From an optimization exercise on the open Yosys and OpenROAD flow, aimed at small area, a short achievable clock period and few clock cycles; shortcuts taken in it are not production practice.
RTL that was checked went through simulation tests only; none was proved equivalent to the original.
Power and IR drop assume default switching activity.

## north
// cc1_codec
module cc1_codec (
    input  wire        clk,
    input  wire        rst,           
    input  wire        cmd_valid,
    input  wire [31:0] cmd,
    output wire        ready,
    input  wire [7:0]  buf_we,
    input  wire [63:0] buf_wdata,
    input  wire [8:0]  arg_we,
    input  wire [71:0] arg_wdata,
    output wire [63:0] buf_q,
    output wire [71:0] arg_q,
    output wire [71:0] out_q,
    output wire [7:0]  res,
    output wire [7:0]  status
);
Size: roughly 1900 cells after synthesis, ~270 flip-flops, about 410 I/O pins, about 17000 sq um of cells after synthesis.
==> flow/config.mk <==
export PLATFORM = sky130hd
export DESIGN_NAME = cc1_codec
export DESIGN_NICKNAME = cc1_codec
export VERILOG_FILES = /design/flow/design.v
export SDC_FILE = /design/flow/constraint.sdc
export NUM_CORES = 4
export LEC_CHECK = 0
export CAP_MARGIN = 20
export CORE_MARGIN = 2
export CORE_UTILIZATION = 40
export PLACE_DENSITY = 0.6
export SLEW_MARGIN = 20
==> flow/constraint.sdc <==
create_clock -name core_clock -period 10.0 [get_ports {clk}]
set_input_delay 2.0000 -clock core_clock [delete_from_list [all_inputs] [get_ports {clk}]]
set_output_delay 2.0000 -clock core_clock [all_outputs]
set_load 0.01 [all_outputs]
standard.sh (not shown) runs the stock make flow with config.mk's settings and CLKGATE_MAP_FILE= SYNTH_SCRIPT=/design/flow/synth_recipe.tcl, a recipe that flattens the netlist after the stock synthesis.
==> flow/flow/run.sh <==
#!/bin/bash
set -euo pipefail
export BUFFER_PORTS_ARGS="-buffer_cell sky130_fd_sc_hd__buf_1"
if [[ -f flow/margin.txt ]]; then export SETUP_SLACK_MARGIN=$(cat flow/margin.txt); fi
bash standard.sh > make_finish.log 2>&1
==> flow/flow/margin.txt <==
6.5
> inputs changed (north -> south)
-- flow/design.v --
<<< north, line 469
    assign crc_b[6] = cb_u113;   
    wire [7:0] buf_crc = (crc_b == 7'd0) ? 8'h80 : {1'b0, crc_b};
    wire       crc_ok  = (buf_r[7] == buf_crc);
    wire [5:0] dr_rhs = buf_r[3][5:0];
    wire [5:0] dr_al  = buf_r[6][6:1];
>>> south, line 469
    assign crc_b[6] = cb_u113;   
    wire [7:0] buf_crc = (crc_b == 7'd0) ? 8'h80 : {1'b0, crc_b};
    wire       b7_form = buf_r[7][7] ? (buf_r[7][6:0] == 7'd0) : (buf_r[7][6:0] != 7'd0);
    wire       crc_ok  = b7_form && ((crc_b ^ buf_r[7][6:0]) == 7'd0);
    wire [5:0] dr_rhs = buf_r[3][5:0];
    wire [5:0] dr_al  = buf_r[6][6:1];
<<< north, line 584
    always @(posedge clk) begin
        if (!rst) begin
            for (i = 0; i < 8; i = i + 1)
                if (buf_we[i]) buf_r[i] <= buf_wdata[8*i +: 8];
            if (enc_ok) begin
                for (i = 0; i < 7; i = i + 1)
                    buf_r[i] <= enc_p[i];
                if (ck) buf_r[7] <= enc_crc;
            end
        end
    end
>>> south, line 585
    always @(posedge clk) begin
        if (!rst) begin
            for (i = 0; i < 7; i = i + 1)
                if (buf_we[i]) buf_r[i] <= buf_wdata[8*i +: 8];
                else if (enc_ok) buf_r[i] <= enc_p[i];
            if (buf_we[7]) buf_r[7] <= buf_wdata[63:56];
            else if (enc_ok && ck) buf_r[7] <= enc_crc;
        end
    end
## What came out
- south ends up with a logic depth of the worst setup path including buffers that is 1 higher than in north.
- Utilization north -> south: down
- south vs. north: relative area change from synthesis to final layout down 10 points; sequential share of layout area increased by 2.6 points relative to the old numbers; met3 capacity usage during global routing level; fraction of synthesized cell area in xor and xnor cells stayed essentially flat; worst setup slack fell 0.11 ns.
- The worst hold slack of south and that of north are within noise of each other.
- The higher fraction of area in multi-input gates of north and south is in north.
- From north to south the numbers moved as follows: total global routing track utilization shows a reduction of 1.8 points, total power saw a decrease.
- Cell count came out lower on south than on north.
- Clock network fraction of total power, north and south: higher on south
- Internal power summed over all cells for south: 3.8% down relative to north
Testbench counts of south, summed over its fixed seeds: cycles 27,999.
The RTL of north was laid out without a check of its function.

---

v6:
Another version of the RTL of cc1_codec (not shown whole).
For scale: about 1900 cells after synthesis, roughly 270 flip-flops, about 410 I/O pins, roughly 17000 um2 of cells after synthesis.
Settings: LEC_CHECK=0, CAP_MARGIN=20, CORE_MARGIN=2, CORE_UTILIZATION=40, PLACE_DENSITY=0.6, SLEW_MARGIN=20, TNS_END_PERCENT=0; clock period 10.0 ns.
==> flow/flow/run.sh <==
#!/bin/bash
# ORFS layout via the standard.sh, in stages:
#  - port buffers from sky130_fd_sc_hd__buf_1 instead of the default cell;
#  - synthesis, floorplan and placement with the default setup margin;
set -euo pipefail
export BUFFER_PORTS_ARGS="-buffer_cell sky130_fd_sc_hd__buf_1"
bash standard.sh synth > make_synth.log 2>&1
bash standard.sh floorplan > make_floorplan.log 2>&1
bash standard.sh place > make_place.log 2>&1
export SETUP_SLACK_MARGIN=$(cat flow/margin.txt)
bash standard.sh > make_finish.log 2>&1
Scripts as last shown in full above: flow/flow/margin.txt
Testbench counts of v6, summed over its fixed seeds: cycles 27,999.
Inputs modified between v6 and v7:
--- a/flow/design.v
+++ b/flow/design.v
@@ -64,24 +64,26 @@
     wire is_gethc = rsv_ok && (cls == 4'h5) && var_ok;
     wire is_getf  = rsv_ok && (cls == 4'h6) && (op[3:2] == 2'd0) && (v != 2'd0) && (v != 2'd3);
     wire is_legal = is_crc | is_make | is_enc | is_dec | is_valid | is_gethc | is_getf;
     wire len7_ok = !nb && (len >= 8'd7);
     wire len8_ok = !nb && (len >= 8'd8);
     wire vA = (v == 2'd0);
     wire vP = (v == 2'd1);
     wire vR = v[1];
-    wire [6:0] mk_rp1 = (arg_r[2] > 8'd100) ? 7'd101 : arg_r[2][6:0] + 7'd1;
+    wire [6:0] inc2   = arg_r[2][6:0] + 7'd1;        
+    wire       a5_zero = (arg_r[5] == 8'd0);
+    wire [6:0] mk_rp1 = (arg_r[2] > 8'd100) ? 7'd101 : inc2;
     wire [1:0] mk_lc  = arg_r[3][1:0];
     wire [3:0] mk_lt  = (arg_r[4] < 8'd1) ? 4'd1 : (arg_r[4] > 8'd15) ? 4'd15 : arg_r[4][3:0];
-    wire [1:0] mk_lf  = (arg_r[5] < 8'd1) ? 2'd1 : (arg_r[5] > 8'd3)  ? 2'd3  : arg_r[5][1:0];
-    wire [5:0] mk_rh1 = (arg_r[2] > 8'd50)  ? 6'd51  : arg_r[2][5:0] + 6'd1;
+    wire [1:0] mk_lf  = a5_zero ? 2'd1 : (arg_r[5] > 8'd3)  ? 2'd3  : arg_r[5][1:0];
+    wire [5:0] mk_rh1 = (arg_r[2] > 8'd50)  ? 6'd51  : inc2[5:0];
     wire [7:0] mk_tp1 = (arg_r[3] > 8'd199) ? 8'd200 : arg_r[3] + 8'd1;
     wire [7:0] mk_tr1 = (arg_r[4] > 8'd199) ? 8'd200 : arg_r[4] + 8'd1;
-    wire [5:0] mk_al  = (arg_r[5] < 8'd1) ? 6'd1 : (arg_r[5] > 8'd62) ? 6'd62 : arg_r[5][5:0];
+    wire [5:0] mk_al  = a5_zero ? 6'd1 : (arg_r[5] > 8'd62) ? 6'd62 : arg_r[5][5:0];
     wire       mk_s   = (arg_r[6] != 8'd0);
     wire       mk_w   = (arg_r[7] != 8'd0);
     wire       mk_sy  = (arg_r[8] != 8'd0);
     wire       mk_valid = (arg_r[0] != 8'hFF) && (arg_r[1] != 8'hFF);
     wire [7:0] pe3 = {1'b0, p_rp1};
     wire [7:0] pe4 = {p_lf, p_lt, p_lc};
     wire [7:0] re3 = {r_w, r_s, r_rh1};
     wire [7:0] re4 = r_tp1;
--- outcome ---
v7 finished end to end and its layout was clean on timing, DRC and antenna. For count of buffers not belonging to the clock network in the layout, dividing the value from v6 by the value from v7 gives 0.916. Cmp v7 vs v6: fraction of area in non-clock buffers higher in v7. In v7 the shortest clock period the worst path allows after layout turned out 0.014 ns higher than in v6. Number of antenna repair diodes was lower in v6 than in v7. v7 — footprint of the multi-input gates about 3.6% higher, v6 as reference. Reported for v7 and v6, number of flops mapped to enable cells by yosys turned out identical to the last digit. Re total number of multi-input combinational cells: v7 is 1.3% up on v6.
Only the layout flow was run in v7; the RTL was not checked for function there.

==> what the ideal ports hide <==
No port has a modelled driver above. Below, the same layouts with a new extraction and two added sets of constraints. Step 1 assumes that a clkbuf_16 drives the clock port and a buf_2 every other input. Step 2, shift: input delay + t, output delay - t, t = (earliest + latest rising clock arrival at the registers) / 2. This alone moves slack from input paths to output paths. Three values: no drivers, after step 1, after step 2; two values: the first two.
| run | shift t [ns] | setup slack, ns | worst setup path after step 2 | slew at the worst register clock pin (ns) |
|---|---|---|---|---|
| north | 0.647 | 6.047 / 6.057 / 5.410 | input to register | 0.07 / 0.07 |
| south | 0.587 | 5.937 / 5.943 / 5.371 | input to register | 0.06 / 0.06 |
| v6 | 0.638 | 6.076 / 6.104 / 5.466 | input to register | 0.07 / 0.07 |
| v7 | 0.607 | 6.062 / 6.062 / 5.501 | input to register | 0.07 / 0.07 |
After both steps setup and hold are still met in every run listed. The setup slack of north, which loses most, moves by +0.010 ns with the drivers and by -0.637 ns with both steps.
